What follows belongs to an exercise in optimizing a design on an open flow for small area, a short achievable clock period and few clock cycles per item; a production flow would make more cautious choices.
The RTL was checked by simulation tests, not by an equivalence proof against the original design.
Power and IR drop assume default switching activity.

Design oqpsk_mod, start of the top module:
module oqpsk_mod (
    input  wire        clk,
    input  wire        rst,
    input  wire        cmd_valid,
    output wire        cmd_ready,
    input  wire [1:0]  cmd_op,
    input  wire [7:0]  cmd_arg,
    input  wire [31:0] cmd_data,
    output reg         out_valid,
    input  wire        out_ready,
    output reg  [31:0] out_i,
    output reg  [31:0] out_q
);
Settings: LEC_CHECK=0, CAP_MARGIN=20, CORE_MARGIN=2, CORE_UTILIZATION=40, SLEW_MARGIN=20; clock period 22.0 ns.
standard.sh (not shown) runs the stock make flow with config.mk's settings and CLKGATE_MAP_FILE= SYNTH_SCRIPT=/design/flow/synth_recipe.tcl, a recipe that flattens the netlist after the stock synthesis.
==> flow/flow/run.sh <==
#!/bin/bash
# The standard layout (the standard.sh, whole), with these changes:
#  - ports are buffered with buf_2 cells (the default picks a slow delay cell);
#  - clock tree synthesis does not add dummy loads and clusters up to 24
#    sinks per clkbuf_16;
#  - timing repair aims for 16.5 ns of setup slack (the clock stays 22 ns).
set -euo pipefail
export BUFFER_PORTS_ARGS="-buffer_cell sky130_fd_sc_hd__buf_2"
export CTS_ARGS="-sink_clustering_enable -repair_clock_nets -dont_use_dummy_load -buf_list sky130_fd_sc_hd__clkbuf_16 -sink_clustering_size 24 -sink_clustering_max_diameter 120"
export SETUP_SLACK_MARGIN=16.5
bash standard.sh > standard.log 2>&1
Testbench counts at the start, summed over its fixed seeds: cycles 87,959, items 86,016.
Next try:
==> flow/flow/run.sh (replaced) <==
#!/bin/bash
# The standard layout (the standard.sh, whole), with these changes:
#  - ports are buffered with buf_2 cells (the default picks a slow delay cell);
#  - clock tree synthesis does not add dummy loads and clusters up to 28
#    sinks per clkbuf_16;
#  - timing repair aims for 16.5 ns of setup slack (the clock stays 22 ns).
set -euo pipefail
export BUFFER_PORTS_ARGS="-buffer_cell sky130_fd_sc_hd__buf_2"
export CTS_ARGS="-sink_clustering_enable -repair_clock_nets -dont_use_dummy_load -buf_list sky130_fd_sc_hd__clkbuf_16 -sink_clustering_size 28 -sink_clustering_max_diameter 130"
export SETUP_SLACK_MARGIN=16.5
bash standard.sh > standard.log 2>&1
--- a/flow/config.mk
+++ b/flow/config.mk
@@ -10,2 +10,3 @@
 export CORE_UTILIZATION = 40
+export PLACE_DENSITY = 0.8
 export SLEW_MARGIN = 20
=>
- total power decreases by about 1.4%
- clock skew increases by 12 ps
- routed wire length decreases by 4.6%
- synthesized cell count stays the same
- core utilization decreases by 0.16 points
Next try:
==> flow/flow/run.sh (replaced) <==
#!/bin/bash
# The standard layout (the standard.sh, whole), with these changes:
#  - ports are buffered with buf_2 cells (the default picks a slow delay cell);
#  - clock tree synthesis does not add dummy loads and clusters up to 24
#    sinks per clkbuf_16;
#  - timing repair aims for 16.5 ns of setup slack (the clock stays 22 ns).
set -euo pipefail
export BUFFER_PORTS_ARGS="-buffer_cell sky130_fd_sc_hd__buf_2"
export CTS_ARGS="-sink_clustering_enable -repair_clock_nets -dont_use_dummy_load -buf_list sky130_fd_sc_hd__clkbuf_16 -sink_clustering_size 24 -sink_clustering_max_diameter 120"
export SETUP_SLACK_MARGIN=16.5
bash standard.sh > standard.log 2>&1
Result: Flip-flop and latch count does not change. Clock-buffer cell count climbs by 6. Clock power climbs by 6.5%. Via count stays flat. Die area does not change. First-iteration DRC count drops by 5.0%.
Next try:
==> flow/flow/run.sh (replaced) <==
#!/bin/bash
# The standard layout (the standard.sh, whole), with these changes:
#  - ports are buffered with buf_2 cells (the default picks a slow delay cell);
#  - clock tree synthesis does not add dummy loads and clusters up to 28
#    sinks per clkbuf_16;
#  - timing repair aims for 17.0 ns of setup slack (the clock stays 22 ns).
set -euo pipefail
export BUFFER_PORTS_ARGS="-buffer_cell sky130_fd_sc_hd__buf_2"
export CTS_ARGS="-sink_clustering_enable -repair_clock_nets -dont_use_dummy_load -buf_list sky130_fd_sc_hd__clkbuf_16 -sink_clustering_size 28 -sink_clustering_max_diameter 130"
export SETUP_SLACK_MARGIN=17.0
bash standard.sh > standard.log 2>&1
--- a/flow/config.mk
+++ b/flow/config.mk
@@ -10,3 +10,3 @@
 export CORE_UTILIZATION = 40
-export PLACE_DENSITY = 0.8
+export PLACE_DENSITY = 0.9
 export SLEW_MARGIN = 20
Effect: Routed wire length falls by 0.41%; die area does not change; via count came out higher by 2.0%.
Next try:
--- a/flow/flow/run.sh
+++ b/flow/flow/run.sh
@@ -5,3 +5,3 @@
 #    sinks per clkbuf_16;
-#  - timing repair aims for 17.0 ns of setup slack (the clock stays 22 ns).
+#  - timing repair aims for 16.5 ns of setup slack (the clock stays 22 ns).
 set -euo pipefail
@@ -9,3 +9,3 @@
 export CTS_ARGS="-sink_clustering_enable -repair_clock_nets -dont_use_dummy_load -buf_list sky130_fd_sc_hd__clkbuf_16 -sink_clustering_size 28 -sink_clustering_max_diameter 130"
-export SETUP_SLACK_MARGIN=17.0
+export SETUP_SLACK_MARGIN=16.5
 bash standard.sh > standard.log 2>&1
--- a/flow/config.mk
+++ b/flow/config.mk
@@ -10,3 +10,2 @@
 export CORE_UTILIZATION = 40
-export PLACE_DENSITY = 0.9
 export SLEW_MARGIN = 20
Sequential share of layout area grows by 0.14 points.
Non-clock buffer count does not change.
Die area is unchanged.
Setup slack gets worse by 120 ps.
Hold slack gets worse by 22 ps.
Global-route usage grows by 1.4 points.

-- separate check: timing with driven ports --
The results above use ideal ports. As a check the final layouts listed here were re-extracted and re-timed, cells and wires unchanged. Step 1 assumes that a clkbuf_16 drives the clock port and a buf_2 every other input. Step 2 also shifts input and output timing later by t, the mid clock arrival at the registers, as if the neighbouring blocks saw the same clock. Three values: no drivers, after step 1, after step 2; two values: the first two.
run	t, ns	slack for setup (ns)	worst setup path at the end	slew at the worst register clock pin (ns)	pins driven straight from the clock port
the first run	0.680	16.311 / 16.251 / 16.030	input to register	0.10 / 0.10	1
the second run	0.662	16.430 / 16.366 / 15.951	input to register	0.11 / 0.11	1
the third run	0.665	16.422 / 16.364 / 15.954	input to register	0.10 / 0.10	1
the fourth run	0.668	16.432 / 16.370 / 16.216	input to register	0.11 / 0.11	1
the fifth run	0.672	16.317 / 16.249 / 16.038	input to register	0.11 / 0.11	1
After both steps setup and hold are still met in every run listed. For the second run, which loses most, drivers alone change the setup slack by -0.064 ns; drivers and shift together by -0.479 ns.
